Background: an optimization exercise with open tools, aiming at a short achievable clock period, few clock cycles per item and low power. Do not read the settings as production practice. Function was checked by simulation only, so behaviour that the tests miss may differ from the original. Power and IR drop assume default switching activity.

==> flow/design.v (outline; a module is shown in full before it is edited, if it fits) <==
// module pck_arith: 345 lines
// module pck_mul_cs: 1864 lines
module pck_arith (
    input  wire        clk,
    input  wire        rst,
    input  wire        cmd_valid_i,
    output wire        cmd_ready_o,
    input  wire [31:0] cmd_i,
    input  wire [31:0] arg0_i,
    input  wire [31:0] arg1_i,
    input  wire [31:0] arg2_i,
    output wire        done_o,
    output wire [31:0] result_o,
    output wire [31:0] result_hi_o,
    output wire [2:0]  flags_o,      
    output wire [3:0]  err_o         
);
  // ...
==> flow/flow/run.sh <==
#!/bin/bash
# The standard layout, with the timing repair steps aiming at a 6 ns period
# (a larger setup margin) instead of only the 20 ns clock. The clock, the
# constraints and every other step are the standard flow's.
set -euo pipefail
bash standard.sh SETUP_SLACK_MARGIN=14 finish > standard_flow.log 2>&1
==> flow/standard.sh <==
#!/bin/bash
# synth_recipe.tcl (not shown) runs the flow's synth.tcl, then flattens the netlist and writes it again
# the make line also repeats each setting of config.mk as NAME=value (left out here)
make -C /OpenROAD-flow-scripts/flow DESIGN_CONFIG=/design/flow/config.mk WORK_HOME=/design/flow/orfs CLKGATE_MAP_FILE= SYNTH_SCRIPT=/design/flow/synth_recipe.tcl "${@:-finish}"
==> flow/config.mk <==
export PLATFORM = sky130hd
export DESIGN_NAME = pck_arith
export DESIGN_NICKNAME = pck_arith
export VERILOG_FILES = /design/flow/design.v
export SDC_FILE = /design/flow/constraint.sdc
export NUM_CORES = 4
export LEC_CHECK = 0
export CAP_MARGIN = 40
export CORE_MARGIN = 2
export CORE_UTILIZATION = 50
export CTS_CLUSTER_DIAMETER = 150
export CTS_CLUSTER_SIZE = 20
export SLEW_MARGIN = 30
==> flow/constraint.sdc <==
create_clock -name core_clock -period 20.0 [get_ports {clk}]
set_input_delay 4.0000 -clock core_clock [delete_from_list [all_inputs] [get_ports {clk}]]
set_output_delay 4.0000 -clock core_clock [all_outputs]
set_load 0.01 [all_outputs]
==> flow_metrics.tcl, run 1 <==
set metrics [dict create \
    nFillCells 16600 \
    nNonClkInverters 1131 \
    syn_avg_cell_area_sq_um 7.69 \
    wl_met3_mm 67.7 \
    dieArea_sq_um 191000 \
    met1_usage 0.601 \
    intPower_w 0.000988 \
    syn_to_final_growth_pct 20.2 \
    cts_inserted_buffers 23 \
    hp-start "errP[0]$_DFF_P_" \
    synth_simple_gate_area_share 0.159 \
    synthTopCellsByCount "1119 x inv_1, 1064 x nand2_1, 821 x fa_1" \
    critPathSlowestCell "fa_2" \
    busiest_layer "met2" \
    worst-path-buf-inv 6 \
    wirelength_mm 507 \
    postSynthCellCount 12200 \
    multi_input_area_sq_um 83900 \
    powerDensity_nw_per_um2 12.2 \
    crit_start "mA$_DFF_P_" \
    synth_ff_type "dfxtp_1" \
    outcome "finished clean" \
    grt_pass1_vias 98200 \
    boundaryPins 204 \
    rows 158 \
    fin_setup_tns_ps 0 \
    ant_nets 0 \
]
Testbench counts, summed over its fixed seeds: cycles 26,701, ops 24,000.
==> module pck_arith, before the edit <==
module pck_arith (
    input  wire        clk,
    input  wire        rst,
    input  wire        cmd_valid_i,
    output wire        cmd_ready_o,
    input  wire [31:0] cmd_i,
    input  wire [31:0] arg0_i,
    input  wire [31:0] arg1_i,
    input  wire [31:0] arg2_i,
    output wire        done_o,
    output wire [31:0] result_o,
    output wire [31:0] result_hi_o,
    output wire [2:0]  flags_o,      
    output wire [3:0]  err_o         
);
    localparam [7:0] OP_NOP   = 8'h00;
    localparam [7:0] OP_ADD   = 8'h30;
    localparam [7:0] OP_SUB   = 8'h31;
    localparam [7:0] OP_ADDS  = 8'h32;
    localparam [7:0] OP_SUBS  = 8'h33;
    localparam [7:0] OP_MUL   = 8'h34;
    localparam [7:0] OP_MULSC = 8'h35;
    localparam [7:0] OP_SAT   = 8'h36;
    localparam [7:0] OP_CLAMP = 8'h37;
    localparam [7:0] OP_DIVT  = 8'h38;
    reg         ready_q;
    reg         vA;
    reg         xnopA, xillA;    
    reg  [3:0]  opA;             
    reg  [31:0] a0A, a1A, a2A;   
    reg         mA, dA, lA;      
    wire accept   = cmd_valid_i & ready_q;
    wire acc_args;
    wire holdA;
    wire cmd_args = (cmd_i[31:28] == 4'h3) & (~cmd_i[27] | (cmd_i[26:24] == 3'd0));   
    wire cmd_mul  = (cmd_i[31:25] == 7'b0011_010);                                     
    wire cmd_div  = (cmd_i[31:24] == OP_DIVT);
    wire cmd_clamp = (cmd_i[31:24] == OP_CLAMP);
    wire [5:0] immA = a2A[5:0];
    assign cmd_ready_o = ready_q;
    wire is_add    = (opA == OP_ADD[3:0]);
    wire is_sub    = (opA == OP_SUB[3:0]);
    wire is_adds   = (opA == OP_ADDS[3:0]);
    wire is_subs   = (opA == OP_SUBS[3:0]);
    wire is_mul    = (opA == OP_MUL[3:0]);
    wire is_mulsc  = (opA == OP_MULSC[3:0]);
    wire is_sat    = (opA == OP_SAT[3:0]);
    wire is_clamp  = (opA == OP_CLAMP[3:0]);
    wire is_div    = (opA == OP_DIVT[3:0]);
    wire is_addsub = is_add | is_sub | is_adds | is_subs;
    wire is_mulx   = is_mul | is_mulsc;
    wire is_alu    = is_addsub | is_sat | is_clamp;
    wire argsA     = ~xnopA & ~xillA;
    wire a1_zero   = (a1A == 32'd0);
    wire div0      = is_div & a1_zero;
    wire divA      = argsA & is_div & ~a1_zero;
    wire [31:0] la0 = a0A & {32{lA}};
    wire [31:0] la1 = a1A & {32{lA}};
    wire [31:0] la2 = a2A & {32{lA}};
    wire [31:0] mb  = a1A & {32{mA}};           
    wire [31:0] da0 = a0A & {32{dA}};
    wire [31:0] da1 = a1A & {32{dA}};
    wire        sub = is_sub | is_subs | is_clamp;
    wire [33:0] t_full = {la0[31], la0, 1'b1} + ({la1[31], la1, sub} ^ {{33{sub}}, 1'b0});
    wire [32:0] t   = t_full[33:1];
    wire        t_ov = t[32] ^ t[31];
    wire [31:0] t_sat = t_ov ? (t[32] ? 32'h8000_0000 : 32'h7FFF_FFFF) : t[31:0];
    wire [31:0] r_as  = (is_adds | is_subs) ? t_sat : t[31:0];
    wire [31:0] hm    = 32'hFFFF_FFFF << immA[4:0];
    wire        fits  = (((la0 ^ {32{la0[31]}}) & hm) == 32'd0);
    wire [31:0] r_sat = fits ? la0 : (la0[31] ? hm : ~hm);
    wire        lt01  = t[32];           
    wire        c02   = ($signed(la0) > $signed(la2));
    wire        c12   = ($signed(la1) > $signed(la2));
    wire        eq20  = (la2 == la0);
    wire [31:0] r_cl  = lt01 ? (c12 ? la2 : la1) : (c02 ? la2 : la0);
    wire        v_cl  = lt01 ? ~(c12 & eq20) : c02;
    wire [31:0] r_o = is_addsub ? r_as : (is_sat ? r_sat : r_cl);
    wire        v_o = is_addsub ? t_ov : (is_sat ? ~fits : v_cl);
    wire [2:0]  f_o = {v_o, r_o[31], r_o == 32'd0};
    wire        p_neg = a0A[31] ^ a1A[31];
    wire [63:0] bias  = (is_mulsc & p_neg) ? ~(64'hFFFF_FFFF_FFFF_FFFF << immA) : 64'd0;
    wire [63:0] m_s, m_c;
    pck_mul_cs u_mul (.a(a0A), .b(mb), .x(bias), .s(m_s), .c(m_c));
    wire [63:0] m_s2;
    wire [31:0] m_cb;
    genvar gb;
    generate
        for (gb = 0; gb < 32; gb = gb + 1) begin : g_blk
            assign {m_cb[gb], m_s2[2*gb+1:2*gb]} = {1'b0, m_s[2*gb+1:2*gb]} + {1'b0, m_c[2*gb+1:2*gb]};
        end
    endgenerate
    function [5:0] clz32(input [31:0] x);
        reg [7:0] nz;
        reg [1:0] c [0:7];
        integer i;
        begin
            for (i = 0; i < 8; i = i + 1) begin
                nz[i] = |x[4*i +: 4];
                c[i]  = x[4*i+3] ? 2'd0 : (x[4*i+2] ? 2'd1 : (x[4*i+1] ? 2'd2 : 2'd3));
            end
            casez (nz)
                8'b1???????: clz32 = {3'd0, 1'b0, c[7]};
                8'b01??????: clz32 = {3'd0, 1'b1, c[6]};
                8'b001?????: clz32 = {3'd1, 1'b0, c[5]};
                8'b0001????: clz32 = {3'd1, 1'b1, c[4]};
                8'b00001???: clz32 = {3'd2, 1'b0, c[3]};
                8'b000001??: clz32 = {3'd2, 1'b1, c[2]};
                8'b0000001?: clz32 = {3'd3, 1'b0, c[1]};
                8'b00000001: clz32 = {3'd3, 1'b1, c[0]};
                default:     clz32 = 6'd32;
            endcase
        end
    endfunction
    wire [31:0] m0 = da0[31] ? (~da0 + 32'd1) : da0;
    wire [31:0] m1 = da1[31] ? (~da1 + 32'd1) : da1;
    wire        pow0 = da0[31] & ~|(~da0[31:1] & da0[30:0]);
    wire [5:0]  lz0  = clz32(da0 ^ {32{da0[31]}});
    wire [5:0]  lz1  = clz32(da1 ^ {32{da1[31]}});
    wire [6:0]  dv_u   = 7'd31 - {1'b0, lz1} + {1'b0, lz0} - {6'd0, pow0};
    wire [2:0]  dv_sh  = dv_u[6] ? 3'd0 : (dv_u[5] ? 3'd7 : dv_u[4:2]);    
    wire [3:0]  dv_it0 = 4'd8 - {1'b0, dv_sh};
    wire [63:0] dv_x1 = dv_sh[0] ? {28'd0, m0, 4'd0}    : {32'd0, m0};
    wire [63:0] dv_x2 = dv_sh[1] ? {dv_x1[55:0], 8'd0}  : dv_x1;
    wire [63:0] dv_x0 = dv_sh[2] ? {dv_x2[47:0], 16'd0} : dv_x2;
    reg         vS;
    reg         mulS, mulscS, divS;    
    reg  [5:0]  kS;          
    reg         wrS, whS;
    reg  [1:0]  errS;
    reg  [1:0]  fS;          
    reg  [63:0] sS;          
    reg  [31:0] cS;          
    wire [30:0] dR  = sS[62:32] & {31{divS}};
    wire [31:0] dQ  = sS[31:0]  & {32{divS}};
    wire [31:0] dD  = cS & {32{divS}};
    wire [35:0] r16 = {1'b0, dR, dQ[31:28]};
    wire [35:0] d1  = {4'd0, dD};
    wire [35:0] d2  = {3'd0, dD, 1'b0};
    wire [35:0] d4  = {2'd0, dD, 2'd0};
    wire [35:0] d8  = {1'd0, dD, 3'd0};
    wire [35:0] d16 = {dD, 4'd0};
    function [35:0] add3(input [35:0] r, input [35:0] x, input [35:0] y, input [1:0] c);
        reg [35:0] cs_s, cs_c;
        reg [36:0] t;
        begin
            cs_s = r ^ x ^ y;
            cs_c = (r & x) | (r & y) | (x & y);
            t    = {cs_s, c[1]} + {cs_c[34:0], c[1] | c[0], c[1]};
            add3 = t[36:1];
        end
    endfunction
    function [35:0] add4(input [35:0] r, input [35:0] x, input [35:0] y, input [35:0] z, input [1:0] c);
        reg [35:0] s1, c1, c1s, s2, c2;
        reg [36:0] t;
        begin
            s1   = r ^ x ^ y;
            c1   = (r & x) | (r & y) | (x & y);
            c1s  = {c1[34:0], c[0]};                
            s2   = s1 ^ c1s ^ z;
            c2   = (s1 & c1s) | (s1 & z) | (c1s & z);
            t    = {s2, c[1]} + {c2[34:0], c[1], c[1]};
            add4 = t[36:1];
        end
    endfunction
    wire [36*16-1:0] dt;
    assign dt[35:0]    = r16;
    assign dt[71:36]   = r16 - d1;
    assign dt[107:72]  = r16 - d2;
    assign dt[143:108] = add3(r16, ~d2,  ~d1, 2'd2);
    assign dt[179:144] = r16 - d4;
    assign dt[215:180] = add3(r16, ~d4,  ~d1, 2'd2);
    assign dt[251:216] = add3(r16, ~d4,  ~d2, 2'd2);
    assign dt[287:252] = add3(r16, ~d8,   d1, 2'd1);
    assign dt[323:288] = r16 - d8;
    assign dt[359:324] = add3(r16, ~d8,  ~d1, 2'd2);
    assign dt[395:360] = add3(r16, ~d8,  ~d2, 2'd2);
    assign dt[431:396] = add4(r16, ~d8,  ~d2, ~d1, 2'd3);
    assign dt[467:432] = add3(r16, ~d8,  ~d4, 2'd2);
    assign dt[503:468] = add4(r16, ~d16,  d2,  d1, 2'd1);
    assign dt[539:504] = add3(r16, ~d16,  d2, 2'd1);
    assign dt[575:540] = add3(r16, ~d16,  d1, 2'd1);
    wire [16:0] dge;
    assign dge[0]  = 1'b1;
    assign dge[16] = 1'b0;
    genvar gk;
    generate
        for (gk = 1; gk < 16; gk = gk + 1) begin : g_ge
            assign dge[gk] = ~dt[36*gk+35];
        end
    endgenerate
    wire [15:0] dsel = dge[15:0] & ~dge[16:1];
    reg  [3:0]  dk;
    reg  [30:0] dRn;
    integer ik;
    always @(*) begin
        dk  = 4'd0;
        dRn = 31'd0;
        for (ik = 0; ik < 16; ik = ik + 1) begin
            dk  = dk  | (ik[3:0] & {4{dsel[ik]}});
            dRn = dRn | (dt[36*ik +: 31] & {31{dsel[ik]}});
        end
    end
    wire [31:0] dQn = {dQ[27:0], dk};
    wire s_div   = vS & divS;
    wire s_iter  = s_div & (kS[3:1] != 3'd0);        
    wire s_last  = s_div & ~s_iter;
    wire fire    = vA & ~s_iter;
    assign acc_args = accept & cmd_args;
    assign holdA    = vA & ~fire;
    reg         vP;
    reg         mulP, mulscP, divP;
    reg  [2:0]  kP;          
    reg         wrP, whP;
    reg  [1:0]  errP;
    reg  [1:0]  fP;
    reg  [63:0] pP;
    wire        mulxS = mulS | mulscS;
    wire [63:0] cS_w;        
    generate
        for (gb = 0; gb < 32; gb = gb + 1) begin : g_cw
            assign cS_w[2*gb+1:2*gb] = (gb == 0) ? 2'b00 : {1'b0, cS[gb-1]};
        end
    endgenerate
    wire [63:0] sum = (sS & {64{mulxS}}) + (cS_w & {64{mulxS}});
    wire        s63 = sum[63];
    wire [63:0] cs5 = kS[5] ? {{32{s63}}, sum[63:32]}  : sum;
    wire [63:0] cs4 = kS[4] ? {{16{s63}}, cs5[63:16]} : cs5;
    wire [63:0] cs3 = kS[3] ? {{8{s63}},  cs4[63:8]}  : cs4;
    wire [63:0] pm  = pP & {64{mulscP}};
    wire        p63 = pm[63];
    wire [63:0] sh2 = kP[2] ? {{4{p63}},  pm[63:4]}   : pm;
    wire [63:0] sh1 = kP[1] ? {{2{p63}},  sh2[63:2]}  : sh2;
    wire [63:0] sh0 = kP[0] ? {p63,       sh1[63:1]}  : sh1;
    wire [31:0] sc_e    = pm[62:31] ^ {32{p63}};
    wire [31:0] sc_mask = 32'hFFFF_FFFF << kP;
    wire        sc_ov   = |(sc_e & sc_mask);
    wire [31:0] r_sc    = sc_ov ? {p63, {31{~p63}}} : sh0[31:0];
    wire [63:0] pd    = pP & {64{divP}};
    wire        sq = fP[0], sr = fP[1];
    wire [31:0] q_mag = pd[31:0];
    wire [31:0] q_s   = sq ? (~q_mag + 32'd1) : q_mag;
    wire        v_dv  = ~sq & q_mag[31];
    wire [31:0] r_dv  = v_dv ? 32'h7FFF_FFFF : q_s;
    wire [31:0] h_dv  = sr ? (~pd[63:32] + 32'd1) : pd[63:32];
    reg  [31:0] res_f, hi_f;
    reg  [2:0]  flg_f;
    always @(*) begin
        if (mulscP) begin
            res_f = r_sc;
            hi_f  = pP[63:32];
            flg_f = {sc_ov, r_sc[31], r_sc == 32'd0};
        end else if (divP) begin
            res_f = r_dv;
            hi_f  = h_dv;
            flg_f = {v_dv, r_dv[31], q_mag == 32'd0};
        end else if (mulP) begin
            res_f = pP[31:0];
            hi_f  = pP[63:32];
            flg_f = {1'b0, pP[63], pP == 64'd0};
        end else begin
            res_f = pP[31:0];
            hi_f  = pP[63:32];
            flg_f = {fP[0], pP[31], pP[31:0] == 32'd0};
        end
    end
    reg  [31:0] result_q, result_hi_q;
    reg  [2:0]  flags_q;
    reg  [1:0]  err_q;
    reg         done_q;
    assign done_o      = done_q;
    assign result_o    = result_q;
    assign result_hi_o = result_hi_q;
    assign flags_o     = flags_q;
    assign err_o       = {2'b00, err_q};
    wire       vA_nx     = accept | (vA & ~fire);
    wire       s_div_nx  = fire ? divA : s_iter;
    wire [3:0] s_it_nx   = fire ? dv_it0 : kS[3:0] - 4'd1;
    wire       s_iter_nx = s_div_nx & (s_it_nx[3:1] != 3'd0);
    always @(posedge clk) begin
        if (rst) begin
            ready_q <= 1'b1;
            vA      <= 1'b0;
            vS      <= 1'b0;
            vP      <= 1'b0;
            done_q  <= 1'b0;
            result_q    <= 32'd0;
            result_hi_q <= 32'd0;
            flags_q     <= 3'd0;
        end else begin
            ready_q <= ~vA_nx | ~s_iter_nx;
            vA      <= vA_nx;
            vS      <= fire | s_iter;
            vP      <= vS & ~s_iter;
            done_q  <= vP;
            if (vP) begin
                if (wrP) begin
                    result_q <= res_f;
                    flags_q  <= flg_f;
                end
                if (whP)
                    result_hi_q <= hi_f;
            end
        end
    end
    always @(posedge clk) begin
        mA <= (accept & cmd_mul) | (mA & holdA);
        dA <= (accept & cmd_div) | (dA & holdA);
        lA <= (acc_args & ~cmd_mul & ~cmd_div) | (lA & holdA);
        xnopA <= (accept & (cmd_i[31:24] == OP_NOP)) | (xnopA & holdA);
        xillA <= (accept & ~cmd_args & (cmd_i[31:24] != OP_NOP)) | (xillA & holdA);
        opA <= ({4{acc_args}} & cmd_i[27:24])   | ({4{holdA}} & opA);
        a0A <= ({32{acc_args}} & arg0_i)        | ({32{holdA}} & a0A);
        a1A <= ({32{acc_args}} & arg1_i)        | ({32{holdA}} & a1A);
        a2A <= ({32{acc_args}} & (cmd_clamp ? arg2_i : {26'd0, cmd_i[5:0]})) | ({32{holdA}} & a2A);
        mulS   <= fire & argsA & is_mul;
        mulscS <= fire & argsA & is_mulsc;
        divS   <= fire ? divA : s_iter;
        kS     <= fire ? (divA ? {2'b0, dv_it0} : immA) : ((kS - 6'd1) & {6{s_iter}});
        wrS   <= fire ? (argsA & ~div0) : (wrS & s_iter);
        whS   <= fire ? (argsA & (is_mul | divA)) : (whS & s_iter);
        errS  <= fire ? (xillA ? 2'd1 : ((argsA & div0) ? 2'd3 : 2'd0)) : (errS & {2{s_iter}});
        fS    <= fire ? (divA ? {a0A[31], a0A[31] ^ a1A[31]} : {1'b0, v_o}) : (fS & {2{s_iter}});
        if (s_iter) begin
            sS <= {1'b0, dRn, dQn};
            cS <= dD;                    
        end else if (divA) begin
            sS <= dv_x0;
            cS <= m1;
        end else begin
            sS <= {m_s2[63:32], is_mulx ? m_s2[31:0] : r_o};
            cS <= m_cb;
        end
        mulP   <= mulS;
        mulscP <= mulscS;
        divP   <= s_last;
        kP     <= kS[2:0];
        wrP    <= wrS;
        whP    <= whS;
        errP   <= errS;
        fP     <= fS;
        pP     <= s_div ? {1'b0, dRn, dQn} : (mulscS ? cs3 : (mulS ? sum : sS));
        err_q <= errP;       
    end
endmodule
==> run 2, diff against run 1 <==
--- a/flow/design.v
+++ b/flow/design.v
@@ -31,2 +31,3 @@
     reg         mA, dA, lA;      
+    reg         mA2, dA2;        
     wire accept   = cmd_valid_i & ready_q;
@@ -59,5 +60,5 @@
     wire [31:0] la2 = a2A & {32{lA}};
-    wire [31:0] mb  = a1A & {32{mA}};           
+    wire [31:0] mb  = a1A & {{16{mA2}}, {16{mA}}};    
     wire [31:0] da0 = a0A & {32{dA}};
-    wire [31:0] da1 = a1A & {32{dA}};
+    wire [31:0] da1 = a1A & {32{dA2}};
     wire        sub = is_sub | is_subs | is_clamp;
@@ -84,10 +85,13 @@
     pck_mul_cs u_mul (.a(a0A), .b(mb), .x(bias), .s(m_s), .c(m_c));
-    wire [63:0] m_s2;
-    wire [31:0] m_cb;
+    wire [14:0] m_lo = {1'b0, m_s[13:0]} + {1'b0, m_c[13:0]};
+    wire [7:0]  m_hi;
+    wire [3:0]  m_hc;
     genvar gb;
     generate
-        for (gb = 0; gb < 32; gb = gb + 1) begin : g_blk
-            assign {m_cb[gb], m_s2[2*gb+1:2*gb]} = {1'b0, m_s[2*gb+1:2*gb]} + {1'b0, m_c[2*gb+1:2*gb]};
+        for (gb = 0; gb < 4; gb = gb + 1) begin : g_blk
+            assign {m_hc[gb], m_hi[2*gb+1:2*gb]} = {1'b0, m_s[57+2*gb:56+2*gb]} + {1'b0, m_c[57+2*gb:56+2*gb]};
         end
     endgenerate
+    wire [63:0] m_s2 = {m_hi, m_s[55:14], m_lo[13:0]};
+    wire [45:0] m_cb = {m_hc[2:0], m_c[55:14], m_lo[14]};
     function [5:0] clz32(input [31:0] x);
@@ -127,2 +131,3 @@
     reg         mulS, mulscS, divS;    
+    reg         divSr, divSq, divSd;   
     reg  [5:0]  kS;          
@@ -132,6 +137,6 @@
     reg  [63:0] sS;          
-    reg  [31:0] cS;          
-    wire [30:0] dR  = sS[62:32] & {31{divS}};
-    wire [31:0] dQ  = sS[31:0]  & {32{divS}};
-    wire [31:0] dD  = cS & {32{divS}};
+    reg  [45:0] cS;          
+    wire [30:0] dR  = sS[62:32] & {31{divSr}};
+    wire [31:0] dQ  = sS[31:0]  & {32{divSq}};
+    wire [31:0] dD  = cS[31:0] & {32{divSd}};
     wire [35:0] r16 = {1'b0, dR, dQ[31:28]};
@@ -218,9 +223,6 @@
     wire        mulxS = mulS | mulscS;
-    wire [63:0] cS_w;        
-    generate
-        for (gb = 0; gb < 32; gb = gb + 1) begin : g_cw
-            assign cS_w[2*gb+1:2*gb] = (gb == 0) ? 2'b00 : {1'b0, cS[gb-1]};
-        end
-    endgenerate
-    wire [63:0] sum = (sS & {64{mulxS}}) + (cS_w & {64{mulxS}});
+    wire [63:14] cS_w = {1'b0, cS[45], 1'b0, cS[44], 1'b0, cS[43], 2'b00, cS[42:1]};
+    wire         c14  = cS[0] & mulxS;
+    wire [50:0]  sum_hi = {sS[63:14] & {50{mulxS}}, 1'b1} + {cS_w & {50{mulxS}}, c14};
+    wire [63:0]  sum = {sum_hi[50:1], sS[13:0] & {14{mulxS}}};
     wire        s63 = sum[63];
@@ -308,2 +310,4 @@
         dA <= (accept & cmd_div) | (dA & holdA);
+        mA2 <= (accept & cmd_mul) | (mA2 & holdA);
+        dA2 <= (accept & cmd_div) | (dA2 & holdA);
         lA <= (acc_args & ~cmd_mul & ~cmd_div) | (lA & holdA);
@@ -318,2 +322,5 @@
         divS   <= fire ? divA : s_iter;
+        divSr  <= (fire & divA) | (~fire & vS & divSr & (kS[3:1] != 3'd0));
+        divSq  <= (fire & divA) | (~fire & vS & divSq & (kS[3:1] != 3'd0));
+        divSd  <= (fire & divA) | (~fire & vS & divSd & (kS[3:1] != 3'd0));
         kS     <= fire ? (divA ? {2'b0, dv_it0} : immA) : ((kS - 6'd1) & {6{s_iter}});
@@ -325,6 +332,6 @@
             sS <= {1'b0, dRn, dQn};
-            cS <= dD;                    
+            cS <= {14'd0, dD};           
         end else if (divA) begin
             sS <= dv_x0;
-            cS <= m1;
+            cS <= {14'd0, m1};
         end else begin
--- a/flow/config.mk
+++ b/flow/config.mk
@@ -9,3 +9,3 @@
 export CORE_MARGIN = 2
-export CORE_UTILIZATION = 50
+export CORE_UTILIZATION = 30
 export CTS_CLUSTER_DIAMETER = 150
==> run 2 against run 1 <==
Design area fell by 2.8%. Global-route usage fell by 22 points. Clock power rose by 11%. Sequential power rose by 5.1%. Routed wire length fell by 8.8%. Via count fell by 7.4%. Largest power group unchanged.
==> flow_metrics.tcl, run 2 <==
set metrics [dict create \
    outcome "finished clean" \
    drv_cap 0 \
    gp_congestion 1.04 \
    min_to "err_q[0]$_DFF_P_" \
    hp-start "errP[0]$_DFF_P_" \
    fmax_ghz 0.161 \
    grt_first_pass_wirelength_mm 650 \
    yosys-top-cells-area "fa_1 17%, ha_1 10%, dfxtp_1 8.4%" \
    ir_drop_v 0.0000778 \
    syn_avg_cell_area_sq_um 7.77 \
    chipHeight_um 558 \
    drc 0 \
    cts_sinks 385 \
    drt_iter0_markers 13200 \
    rows 203 \
    slew_headroom 0.351 \
    grt_max_degree 102 \
    switching_share 0.288 \
    cpMostUsedCell "buf_12" \
    reg_top3 "pP: 64 flops, sS: 64 flops, cS: 46 flops" \
    cp_max_fo 24 \
    boundaryPins 204 \
    antenna_found_initial 43 \
    nFillCells 32000 \
    powerDensity_nw_per_um2 13.5 \
    core_sq_um 306000 \
    power_w 0.00147 \
    viasPerCell 6.02 \
    port-buffer-count 183 \
    hold_viol 0 \
    ant_nets 0 \
    yosysWarnings 3 \
    p_switching_w 0.000425 \
    synth_seq_cells 385 \
    fin_crit_sh 0.310 \
    clock_path_buffers 3 \
    leakagePower_nw 47.2 \
    firstDrtPassIters 8 \
    yosysMostFrequentCell "inv_1" \
    critPathLaunchType "register" \
    grt_pass1_vias 91300 \
    skew_ps 85.0 \
    finalCriticalPeriod_ps 6200 \
    hold_class "register to register" \
    stdcell_area_sq_um 109000 \
    postSynthCellCount 11900 \
    dp_hpwl_mm 346 \
    final_nets 13800 \
    grt_overflow 0 \
    clock_latency_ps 760 \
    power_frac_comb 0.075 \
    critPathSlowestCell "a222oi_1" \
    final-setup-viol-count 0 \
    start_util 0.301 \
    htreeDepth 1 \
    clk_pin_slew_worst_paths_ps 110 \
    intPower_w 0.00105 \
    crit_type "register to register" \
    fin_setup_tns_ps 0 \
    hold_depth 0 \
    worstRegToRegCells 25 \
    layout_common_cells "1075 x inv_1, 867 x nand2_1, 845 x xnor2_1" \
    grtUsageTotal 0.283 \
    power_frac_clock 0.397 \
    timing.rr.start "divSd$_DFF_P_" \
    wirelength_mm 463 \
    maxSlewViolCount 0 \
    synthTopCellsByCount "1138 x inv_1, 944 x nand2_1, 866 x xnor2_1" \
    critPathMaxStageDelay_ps 580 \
    wl_per_cell_um 28.5 \
    dieArea_sq_um 311000 \
    worst_slew_pin_slew_ps 974 \
    rsz0062_at_grt "yes" \
    pwr-share-seq 0.528 \
    cp.required_ps 20560 \
    synth_edf_count 0 \
    synth_ff_type "dfxtp_1" \
    synth_area_leader_cell "fa_1" \
    cp.arrival_ps 6770 \
    syn_to_final_growth_pct 18.7 \
    final_common_cell "inv_1" \
    syn_area_sq_um 92100 \
    dpl_cell_area_sq_um 98800 \
    vias 97800 \
    r2r_slack_ps 13800 \
    r2r-end "pP[52]$_DFF_P_" \
    synth_cell_types 116 \
    drive_gt1_frac 0.141 \
    async_flop_share 0 \
    end_kind "register" \
    cts_root_buf "clkbuf_16" \
    ys_seq_area_frac 0.0837 \
    cts_inserted_buffers 25 \
    dieWidth_um 558 \
    cts_tree "done" \
    synth_top_area_share 0.173 \
]
## run 2: changes by cell type after synthesis, sizes merged, moves of 52 or more
cell | previous run | this run
a21o | 241 | 353
nor2 | 763 | 646
xnor2 | 814 | 866
nand2 | 1064 | 945
xor2 | 404 | 342
a21oi | 720 | 806
## run 2: metrics by stage
| stage | hold slack [ps] | setup WS [ps] | instances | util |
|---|---|---|---|---|
| after detailed placement | 316 | 11890 | 15700 | 0.323 |
| after global routing | 350 | 13790 | 16200 | 0.358 |
| after CTS | 337 | 13770 | 15900 | 0.341 |
| after floorplan | 310 | 14000 | 11900 | - |
| after global placement | 312 | 11910 | 15600 | 0.322 |
| final | 332 | 13800 | 16200 | 0.358 |
## run 2: cell type report
| class | instances | area, sq um | share of cell area |
|---|---|---|---|
| timing repair buffer | 1005 | 10100 | 0.0928 |
| clock inverter | 6 | 87.6 | 0.000801 |
| inverter | 1157 | 4610 | 0.0421 |
| tap | 4100 | 5130 | 0.0469 |
| antenna | 24 | 60.1 | 0.000549 |
| multi-input combinational | 9541 | 80800 | 0.739 |
| clock buffer | 28 | 637 | 0.00583 |
| sequential | 385 | 7880 | 0.0721 |
## run 2: worst max-delay path by stage
stage,from,slack (ps),depth (start not counted),to
floorplan,divSr$_DFF_P_,14000,23,sS[58]$_DFF_P_
global placement,divSq$_DFF_P_,11910,22,pP[42]$_DFF_P_
detailed placement,divSr$_DFF_P_,11890,24,sS[52]$_DFF_P_
CTS,divSd$_DFF_P_,13770,25,pP[52]$_DFF_P_
global route,divSr$_DFF_P_,13790,26,pP[52]$_DFF_P_
finish,divSd$_DFF_P_,13800,25,pP[52]$_DFF_P_
## run 2: kinds of logic after synthesis
| kind of cell | synth area share |
|---|---|
| flops | 0.0837 |
| other cells | 0.0000407 |
| fa+ha+maj | 0.276 |
| xor+xnor | 0.115 |
| buf+inv | 0.0795 |
| mux | 0.0204 |
| compound gates | 0.277 |
| simple gates | 0.148 |
## run 2: routing by layer
| layer | routed length [um] | share of wire | global-route usage | vias up |
|---|---|---|---|---|
| met5 | 293 | 0.00063 | 0 | - |
| met4 | 32100 | 0.069 | 0.156 | 28 |
| met3 | 61400 | 0.13 | 0.0838 | 1329 |
| met2 | 186000 | 0.40 | 0.407 | 6446 |
| met1 | 182000 | 0.39 | 0.376 | 47600 |
| li1 | - | - | - | 42400 |
## run 2: power groups by stage
| stage | registers [W] | clock network (W) | logic [W] |
|---|---|---|---|
| floorplan | 0.000791 | 0 | 0.0000480 |
| global placement | 0.000799 | 0 | 0.0000979 |
| detailed placement | 0.000799 | 0 | 0.0000984 |
| CTS | 0.000778 | 0.000591 | 0.000103 |
| global route | 0.000779 | 0.000614 | 0.000115 |
| finish | 0.000779 | 0.000584 | 0.000111 |
## run 2: critical path: cells and delay by family, from the launching register on
family	cells	cell delay [ps]
adder cells (fa/ha/maj)	3	1160
XOR/XNOR	1	140
buffers and inverters	7	1110
AND/OR/NAND/NOR	1	80
AO/OA/AOI/OAI	13	3080
flip-flops	1	400
## run 2: repair_timing
item / CTS / global route
setup buffers: 198 / 300
hold buffers: 0 / 0
pin swaps: 66 / 113
gates cloned: 17 / 12
resized for setup: 582 / 483
setup endpoints to repair: 160 / 138
Testbench counts of run 2, summed over its fixed seeds: cycles 26,701, ops 24,000.

-- static timing again, ports no longer ideal --
No port has a modelled driver above. Below, the same layouts with a new extraction and two added sets of constraints. Step 1 sets driving cells, clkbuf_16 on the clock port and buf_2 on the other inputs (assumed; they add their load-dependent delay and slew). Step 2 moves the port delays by t, midway between the first and last clock arrival at a register: inputs arrive t later, outputs are due t later. That takes back most of the time a late clock gives input paths. Three values: no drivers, after step 1, after step 2; two values: the first two.
run	t (ns)	setup WS [ns]	worst setup path after step 2	latest minus earliest clock arrival (ns)
run 1	0.722	13.290 / 13.290 / 13.290	register to register	0.079 / 0.078
run 2	0.811	13.795 / 13.795 / 13.485	input to register	0.098 / 0.098
After both steps every run listed still meets setup and hold. For run 2, which loses most, drivers alone change the setup slack by 0.000 ns; drivers and shift together by -0.310 ns.
